Context: an optimization exercise on an open-source flow, tuned for small area, a short achievable clock period and few clock cycles. The choices shown serve that exercise and are no tape-out recipe.
RTL that was checked went through simulation tests only; none was proved equivalent to the original.
No functional check of the RTL was part of run 2.
Power figures rest on the tool's default switching activity, not on a simulated workload.

==> flow/design.v (outline; a module is shown in full before it is edited, if it fits) <==
// module rudp_codec: 1032 lines
module rudp_codec (
    input  wire        clk,
    input  wire        rst,
    input  wire [11:0] hb_addr,
    input  wire [31:0] hb_wdata,
    input  wire        hb_we,
    input  wire        hb_re,
    output reg  [31:0] hb_rdata,
    output wire        irq
);
  // ...
==> flow/run.sh <==
#!/bin/bash
# synth_recipe.tcl (not shown) runs the flow's synth.tcl, then flattens the netlist and writes it again
# the make line also repeats each setting of config.mk as NAME=value (left out here)
make -C /OpenROAD-flow-scripts/flow DESIGN_CONFIG=/design/flow/config.mk WORK_HOME=/design/flow/orfs CLKGATE_MAP_FILE= SYNTH_SCRIPT=/design/flow/synth_recipe.tcl finish
==> flow/config.mk <==
export PLATFORM = sky130hd
export DESIGN_NAME = rudp_codec
export DESIGN_NICKNAME = rudp_codec
export VERILOG_FILES = /design/flow/design.v
export SDC_FILE = /design/flow/constraint.sdc
export NUM_CORES = 4
export LEC_CHECK = 0
export CAP_MARGIN = 20
export CORE_MARGIN = 2
export CORE_UTILIZATION = 35
export SLEW_MARGIN = 20
==> flow/constraint.sdc <==
create_clock -name core_clock -period 10.0 [get_ports {clk}]
set_input_delay 2.0000 -clock core_clock [delete_from_list [all_inputs] [get_ports {clk}]]
set_output_delay 2.0000 -clock core_clock [all_outputs]
set_load 0.01 [all_outputs]
==> results_dict.tcl, run 1 <==
set metrics [dict create \
    status "finished clean" \
    synthFlopType "edfxtp_1" \
    reg_top3 "g_cb.q: 512 flops, g_tx.q: 480 flops, dec_seqno: 16 flops" \
    fillers 16600 \
    power_leader "the clock network" \
    route.detailed.drc 0 \
    synth.area.top_cells "edfxtp_1, fa_1, mux4_2" \
    yosys.area.top_type "edfxtp_1" \
    pwr-share-seq 0.466 \
    fin_worst_skew_ns 0.02885 \
    grt_overflow 0 \
    crit_buf_inv 10 \
    clk_share 0.05867 \
    power_switching_w 0.002426 \
    crit_type "reg2reg" \
    worstHoldStart "dec_seqno[14]$_SDFFE_PP0P_" \
    min_to "dec_seqno[14]$_SDFFE_PP0P_" \
    numCtsBuffers 131 \
    slew-limit-headroom 0.08910 \
    area_share_nonclk_buffers 0.07710 \
    grt_antenna_before_repair 27 \
    portBuffers 77 \
    synth-xor-area-share 0.01812 \
    clockPowerShare 0.483 \
    ys_types 86 \
    synth-simple-area-share 0.1012 \
    fin_setup_tns_ns 0 \
    cp_data_arrival_time_ns 10.22 \
    dp.cells 7435 \
    synth-edff-count 992 \
    drv_cap 0 \
    cts.clk_slew.worst_paths_ns 0.06 \
    io_pins 81 \
    multiInputGateArea_um2 29080 \
]
Testbench counts, summed over its fixed seeds: cycles 12,033.
==> inputs of run 2 (changes only) <==
==> flow/design.v (replaced) <==
module rudp_codec (
    input  wire        clk,
    input  wire        rst,
    input  wire [11:0] hb_addr,
    input  wire [31:0] hb_wdata,
    input  wire        hb_we,
    input  wire        hb_re,
    output reg  [31:0] hb_rdata,
    output wire        irq
);
    localparam integer MAX_PAYLOAD = 60;
    localparam integer TX_BYTES    = MAX_PAYLOAD;       
    localparam integer CB_BYTES    = MAX_PAYLOAD + 4;   
    localparam integer TX_WORDS    = TX_BYTES / 4;
    localparam integer CB_WORDS    = CB_BYTES / 4;
    localparam [9:0] A_ID          = 10'h000;
    localparam [9:0] A_PARAM       = 10'h001;
    localparam [9:0] A_CMD         = 10'h006;
    localparam [9:0] A_STATUS      = 10'h007;
    localparam [9:0] A_IRQ_ENABLE  = 10'h008;
    localparam [9:0] A_IRQ_PENDING = 10'h009;
    localparam [9:0] A_CBUF_LEN    = 10'h016;
    localparam [9:0] A_DEC_RESULT  = 10'h017;
    localparam [9:0] A_DEC_SEQ     = 10'h018;
    localparam [3:0] ERR_OK        = 4'd0;
    localparam [3:0] ERR_OPCODE    = 4'd1;
    localparam [3:0] ERR_RESERVED  = 4'd2;
    localparam [3:0] ERR_FLAG      = 4'd3;
    localparam [3:0] ERR_LENGTH    = 4'd4;
    localparam [3:0] ERR_MALFORMED = 4'd5;
    wire [8*TX_BYTES-1:0] txbuf;
    wire [8*CB_BYTES-1:0] cbuf;
    reg [9:0]  cbuf_len;
    reg [7:0]  dec_rcv;
    reg [7:0]  dec_exp;
    reg        dec_match;
    reg [7:0]  dec_flag;
    reg [15:0] dec_seqno;
    reg [9:0]  dec_plen;
    reg [3:0]  err;
    reg [4:0]  irq_en;
    reg [4:0]  irq_pend;
    reg        busy;        
    reg        is_dec;      
    reg [6:0]  idx;         
    reg [6:0]  cnt;         
    reg [7:0]  sum;
    reg [15:0] seq;
    reg [1:0]  flag;
    wire [9:0] wa = hb_addr[11:2];
    wire       in_tx = (wa[9:8] == 2'b01);
    wire       in_cb = (wa[9:8] == 2'b10);
    wire [7:0] wk  = wa[7:0];
    always @(*) begin
        hb_rdata = 32'd0;
        if (in_tx) begin
            if (wk < TX_WORDS) hb_rdata = txbuf[32*wk +: 32];
        end else if (in_cb) begin
            if (wk < CB_WORDS) hb_rdata = cbuf[32*wk +: 32];
        end else begin
            case (wa)
                A_ID:          hb_rdata = 32'h52554450;
                A_PARAM:       hb_rdata = {16'd0 + MAX_PAYLOAD[15:0], 16'd0};
                A_STATUS:      hb_rdata = {16'd0, err, 1'b0, 2'b00, busy, 7'd0, busy};
                A_IRQ_ENABLE:  hb_rdata = {27'd0, irq_en};
                A_IRQ_PENDING: hb_rdata = {27'd0, irq_pend};
                A_CBUF_LEN:    hb_rdata = {22'd0, cbuf_len};
                A_DEC_RESULT:  hb_rdata = {dec_flag, 7'd0, dec_match, dec_exp, dec_rcv};
                A_DEC_SEQ:     hb_rdata = {6'd0, dec_plen, dec_seqno};
                default:       hb_rdata = 32'd0;
            endcase
        end
    end
    assign irq = |(irq_pend & irq_en);
    wire [3:0] c_op   = hb_wdata[3:0];
    wire [1:0] c_flag = hb_wdata[5:4];
    wire [9:0] c_len  = hb_wdata[15:6];
    wire [15:0] c_seq = hb_wdata[31:16];
    reg [3:0] c_code;
    always @(*) begin
        if (c_op != 4'd1 && c_op != 4'd2)
            c_code = ERR_OPCODE;
        else if (c_op == 4'd2 && hb_wdata[31:4] != 28'd0)
            c_code = ERR_RESERVED;
        else if (c_op == 4'd1 && c_flag == 2'd3)
            c_code = ERR_FLAG;
        else if (c_op == 4'd1 && c_len > MAX_PAYLOAD)
            c_code = ERR_LENGTH;
        else if (c_op == 4'd2 && (cbuf_len < 10'd4 || cbuf_len > CB_BYTES))
            c_code = ERR_MALFORMED;
        else
            c_code = ERR_OK;
    end
    wire wr_cmd     = hb_we && wa == A_CMD;
    wire cmd_start  = wr_cmd && !busy;
    wire cmd_accept = cmd_start && c_code == ERR_OK;
    wire cmd_refuse = cmd_start && c_code != ERR_OK;
    wire [7:0] tx_byte = txbuf[8*idx +: 8];
    wire [7:0] cb_byte = cbuf[8*idx +: 8];
    wire       enc_step = busy && !is_dec && idx < cnt;
    wire       dec_step = busy &&  is_dec && idx < cnt;
    wire       finish   = busy && idx >= cnt;
    wire tx_host_we = !rst && hb_we && in_tx && !busy;
    wire cb_host_we = !rst && hb_we && in_cb && !busy;
    wire [7:0] hdr_byte [0:3];
    assign hdr_byte[0] = sum;
    assign hdr_byte[1] = seq[15:8];
    assign hdr_byte[2] = seq[7:0];
    assign hdr_byte[3] = {6'd0, flag};
    genvar g;
    generate
        for (g = 0; g < TX_WORDS; g = g + 1) begin : g_tx
            reg [31:0] q;
            always @(posedge clk)
                if (tx_host_we && wk == g)
                    q <= hb_wdata;
            assign txbuf[32*g +: 32] = q;
        end
        for (g = 0; g < CB_BYTES; g = g + 1) begin : g_cb
            reg [7:0] q;
            always @(posedge clk) begin
                if (cb_host_we && wk == g / 4)
                    q <= hb_wdata[8*(g % 4) +: 8];
                else if (!rst && enc_step && {1'b0, idx} + 8'd4 == g)
                    q <= tx_byte;
                else if (!rst && finish && !is_dec && g < 4)
                    q <= hdr_byte[g % 4];
            end
            assign cbuf[8*g +: 8] = q;
        end
    endgenerate
    reg [4:0] pend_set;
    always @(posedge clk) begin
        if (rst) begin
            busy      <= 1'b0;
            err       <= 4'd0;
            irq_en    <= 5'd0;
            irq_pend  <= 5'd0;
            cbuf_len  <= 10'd0;
            dec_rcv   <= 8'd0;
            dec_exp   <= 8'd0;
            dec_match <= 1'b0;
            dec_flag  <= 8'd0;
            dec_seqno <= 16'd0;
            dec_plen  <= 10'd0;
        end else begin
            pend_set = 5'd0;
            if (hb_we) begin
                if (in_tx || in_cb) begin
                    if (busy) pend_set[4] = 1'b1;
                end else begin
                    case (wa)
                        A_CMD: if (busy) pend_set[3] = 1'b1;
                        A_IRQ_ENABLE: irq_en <= hb_wdata[4:0];
                        A_CBUF_LEN: begin
                            if (busy) pend_set[4] = 1'b1;
                            else cbuf_len <= hb_wdata[9:0];
                        end
                        default: ;
                    endcase
                end
            end
            if (cmd_refuse) begin
                err <= c_code;
                pend_set[1:0] = 2'b11;
            end
            if (cmd_accept) begin
                busy   <= 1'b1;
                err    <= ERR_OK;
                is_dec <= (c_op == 4'd2);
                seq    <= c_seq;
                flag   <= c_flag;
                if (c_op == 4'd2) begin
                    idx <= 7'd1;
                    cnt <= cbuf_len[6:0];
                    sum <= 8'd0;
                end else begin
                    idx <= 7'd0;
                    cnt <= c_len[6:0];
                    sum <= c_seq[15:8] + c_seq[7:0] + {6'd0, c_flag};
                end
            end
            if (enc_step) begin
                sum <= sum + tx_byte;
                idx <= idx + 7'd1;
            end
            if (dec_step) begin
                sum <= sum + cb_byte;
                idx <= idx + 7'd1;
            end
            if (finish) begin
                busy <= 1'b0;
                pend_set[0] = 1'b1;
                if (is_dec) begin
                    dec_rcv   <= cbuf[7:0];
                    dec_exp   <= sum;
                    dec_match <= (sum == cbuf[7:0]);
                    dec_flag  <= cbuf[31:24];
                    dec_seqno <= {cbuf[15:8], cbuf[23:16]};
                    dec_plen  <= {3'd0, cnt} - 10'd4;
                end else begin
                    cbuf_len    <= {3'd0, cnt} + 10'd4;
                end
            end
            if (hb_we && wa == A_IRQ_PENDING)
                irq_pend <= (irq_pend & ~hb_wdata[4:0]) | pend_set;
            else
                irq_pend <= irq_pend | pend_set;
        end
    end
endmodule
==> run 2 against run 1 <==
Cell count down 21%. Register-to-register slack better by 3.8 ns. Non-clock buffer count down 333. Critical endpoint is now hb_rdata[0]. Largest power group is now registers. Highest routed layer unchanged.
==> results_dict.tcl, run 2 <==
set metrics [dict create \
    drt_iter0_drc 6250 \
    powerDensity_nw_per_um2 155.7 \
    core_um2 164400 \
    cp_data_arrival_time_ns 6.07 \
    final_common_cell "edfxtp_1" \
    wl_per_cell_um 34.90 \
    route.detailed.drc 0 \
    yosys.area.top_type "edfxtp_1" \
    portBuffers 77 \
    cts_tree "done" \
    fin_setup_tns_ns 0 \
    cp-start-kind "input pin" \
    largest_reg_flops 512 \
    p_leak_nw 24.02 \
    clkLatencyLatePin_ns 0.79 \
    critPathSlowestCell "nor2_1" \
    dieArea_um2 168200 \
    synth_warnings 1 \
    grt_pass1_vias 37320 \
    grt_pass1_wl_mm 293.7 \
    slew_viol_final 0 \
    top_register "g_cb.q" \
    drv_cap 0 \
    min_to "dec_seqno[10]$_SDFFE_PP0P_" \
    layout_common_cells "edfxtp_1, mux4_2, a21o_1" \
    ys_top_cells_by_count "edfxtp_1, mux4_2, a21o_1" \
    grt_overflow 0 \
    synth_nets 3841 \
    final_cell_area_um2 65380 \
    ctsResizeCount 0 \
    dr.pass1.iters 7 \
    final-setup-viol-count 0 \
    numCtsBuffers 117 \
    hold_viol_final 0 \
    vias_per_cell 6.299 \
    rsz0062_at_grt "no" \
    gp_congestion 0.9684 \
    reg2reg_depth 16 \
    grt_use_total 0.2492 \
    cp_max_fo 38 \
    synthFlopType "edfxtp_1" \
    cp-end-kind "primary output" \
    die_y_um 410.2 \
    dp.cells 5864 \
    ys_seq_area_frac 0.5626 \
    fin_ws_ns 1.929 \
    start_util 0.3511 \
    dpl_cell_area_um2 61370 \
    antenna_left 0 \
    post-route-min-period_ns 8.071 \
    crit_type "in2out" \
    io_pins 81 \
    grt_antenna_before_repair 19 \
    vias 38340 \
    synthesis.area_um2 57740 \
    worstReg2RegStart "idx[0]$_DFFE_PP_" \
    instances_no_fill 6087 \
    whs_ns 0.4584 \
    synthArstFlopShare 0 \
    clock_sinks 1106 \
    reg_top3 "g_cb.q: 512 flops, g_tx.q: 480 flops" \
    post-place-ws_ns 2.110 \
    yosysTopAreaCellShare 0.5373 \
    fmax_mhz 123.9 \
    hold_path_class "reg2reg" \
    holdPathStages 2 \
    drive_gt1_frac 0.2732 \
    slew-limit-headroom 0.2408 \
    syn_area_per_cell_um2 15.41 \
    ctsHoldBuffers 0 \
    root_buffer "clkbuf_16" \
    tightestPinTransition_ns 1.139 \
    fin_worst_skew_ns 0.06687 \
    cp_slowest_stage_delay_ns 0.74 \
    synth-edff-count 1033 \
    ys_types 58 \
    htreeDepth 3 \
    yosysMostFrequentCell "edfxtp_1" \
    status "finished clean" \
    grt_max_degree 125 \
    synth.area.top_cells "edfxtp_1, mux4_2, a21o_1" \
    cts.clk_slew.worst_paths_ns 0.06 \
    hpwl_mm 141.7 \
    clock_path_buffers 3 \
    r2r-end "sum[7]$_DFFE_PP_" \
    syn_inst 3747 \
    rows 149 \
    cts_setup_buffers 0 \
    worstHoldStart "dec_seqno[10]$_SDFFE_PP0P_" \
    r2r_slack_ns 4.06 \
    min_period_over_period 0.8071 \
    syn_to_final_growth_pct 13.24 \
    nets 3888 \
    die_width_um 410.2 \
    drt-total-wl_mm 212.4 \
    crit_chain "buf_4 -> nor2b_1 -> nand2_1 -> nor2_1 -> a22oi_1 -> a31oi_1 -> a21oi_1 -> o22ai_1 -> clkdlybuf4s50_1" \
    cp.required_ns 8.00 \
    vdd_drop_max_uv 144.6 \
    ys_seq_elements 1106 \
]
==> run 2: layer usage <==
layer	vias up	wire, um	share of wire	track usage
li1	15210	-	-	-
met1	19950	77070	0.36	0.3233
met2	2681	94800	0.45	0.3770
met3	487	28970	0.14	0.08318
met4	18	11390	0.054	0.1172
met5	-	178	0.00084	0
==> run 2: power breakdown <==
part	switching, W	total (W)	internal, W
clock	0.00195	0.00459	0.00264
sequential	0.000000390	0.00502	0.00502
combinational	0.000395	0.000574	0.000179
total	0.00234	0.0102	0.00783
==> run 2: per-stage QoR <==
| stage | util | power [W] |
|---|---|---|
| 6_report | 0.3976 | 0.01018 |
| 5_1_grt | 0.3976 | 0.01038 |
| 4_1_cts | 0.3976 | 0.01019 |
| 3_5_place_dp | 0.3732 | 0.005675 |
| 3_3_place_gp | 0.3732 | 0.005673 |
| 2_1_floorplan | - | 0.005395 |
==> run 2: final cells by class <==
class / count / area [um^2]
fill: 15050 / 99050
sequential: 1106 / 32480
multi-input combinational: 2232 / 23700
clock buffer: 146 / 3087
tap: 2189 / 2739
timing repair buffer: 276 / 2217
clock inverter: 74 / 920.9
inverter: 61 / 229.0
antenna: 3 / 7.507
==> run 2: worst max-delay path by stage <==
stage / startpoint / endpoint / slack (ns)
floorplan: hb_addr[2] / hb_rdata[27] / 3.49
global placement: hb_addr[2] / hb_rdata[11] / 2.15
detailed placement: hb_addr[2] / hb_rdata[11] / 2.11
CTS: hb_addr[2] / hb_rdata[11] / 2.11
global route: hb_addr[5] / hb_rdata[0] / 1.86
finish: hb_addr[5] / hb_rdata[0] / 1.93
==> run 2: critical path: cells and delay by family <==
family,cells,cell delay (ns)
and+or+nand+nor,3,2.04
AOI/OAI and AO/OA,4,0.77
buffers and inverters,2,1.17
==> run 2: cells by family (layout without fill, tap and decap cells) <==
logic type	Yosys count	count (layout)	share of synthesized area
xor+xnor	39	39	0.005916
fa+ha+maj	46	46	0.01062
buf+inv	409	557	0.03014
flops	1106	1106	0.5626
other cells	0	3	0
simple gates	651	651	0.04759
mux	659	659	0.2435
compound gates	837	837	0.09962

[static timing again, ports no longer ideal]
Ports are ideal in the flow. The routed layouts listed here were re-timed in OpenROAD. Step 1: set_driving_cell puts a clkbuf_16 on clk and a buf_2 on each other input, an assumption about the parent block. Step 2 times the ports against the registers' clock, not the clock port: input delays grow and output delays shrink by t, the midpoint of the rising clock arrivals with the driver on. Slacks: no drivers / after step 1 / after step 2; pairs: no drivers / after step 1.
| run | shift t [ns] | slack for setup (ns) | worst hold slack (ns) |
|---|---|---|---|
| run 1 | 0.877 | 0.303 / 0.303 / 0.303 | 0.455 / 0.455 / 0.455 |
| run 2 | 0.837 | 1.929 / 1.899 / 1.899 | 0.458 / 0.458 / 0.458 |
After both steps every run listed still meets setup and hold. For run 2, which loses most, drivers alone change the setup slack by -0.030 ns; drivers and shift together by -0.030 ns.
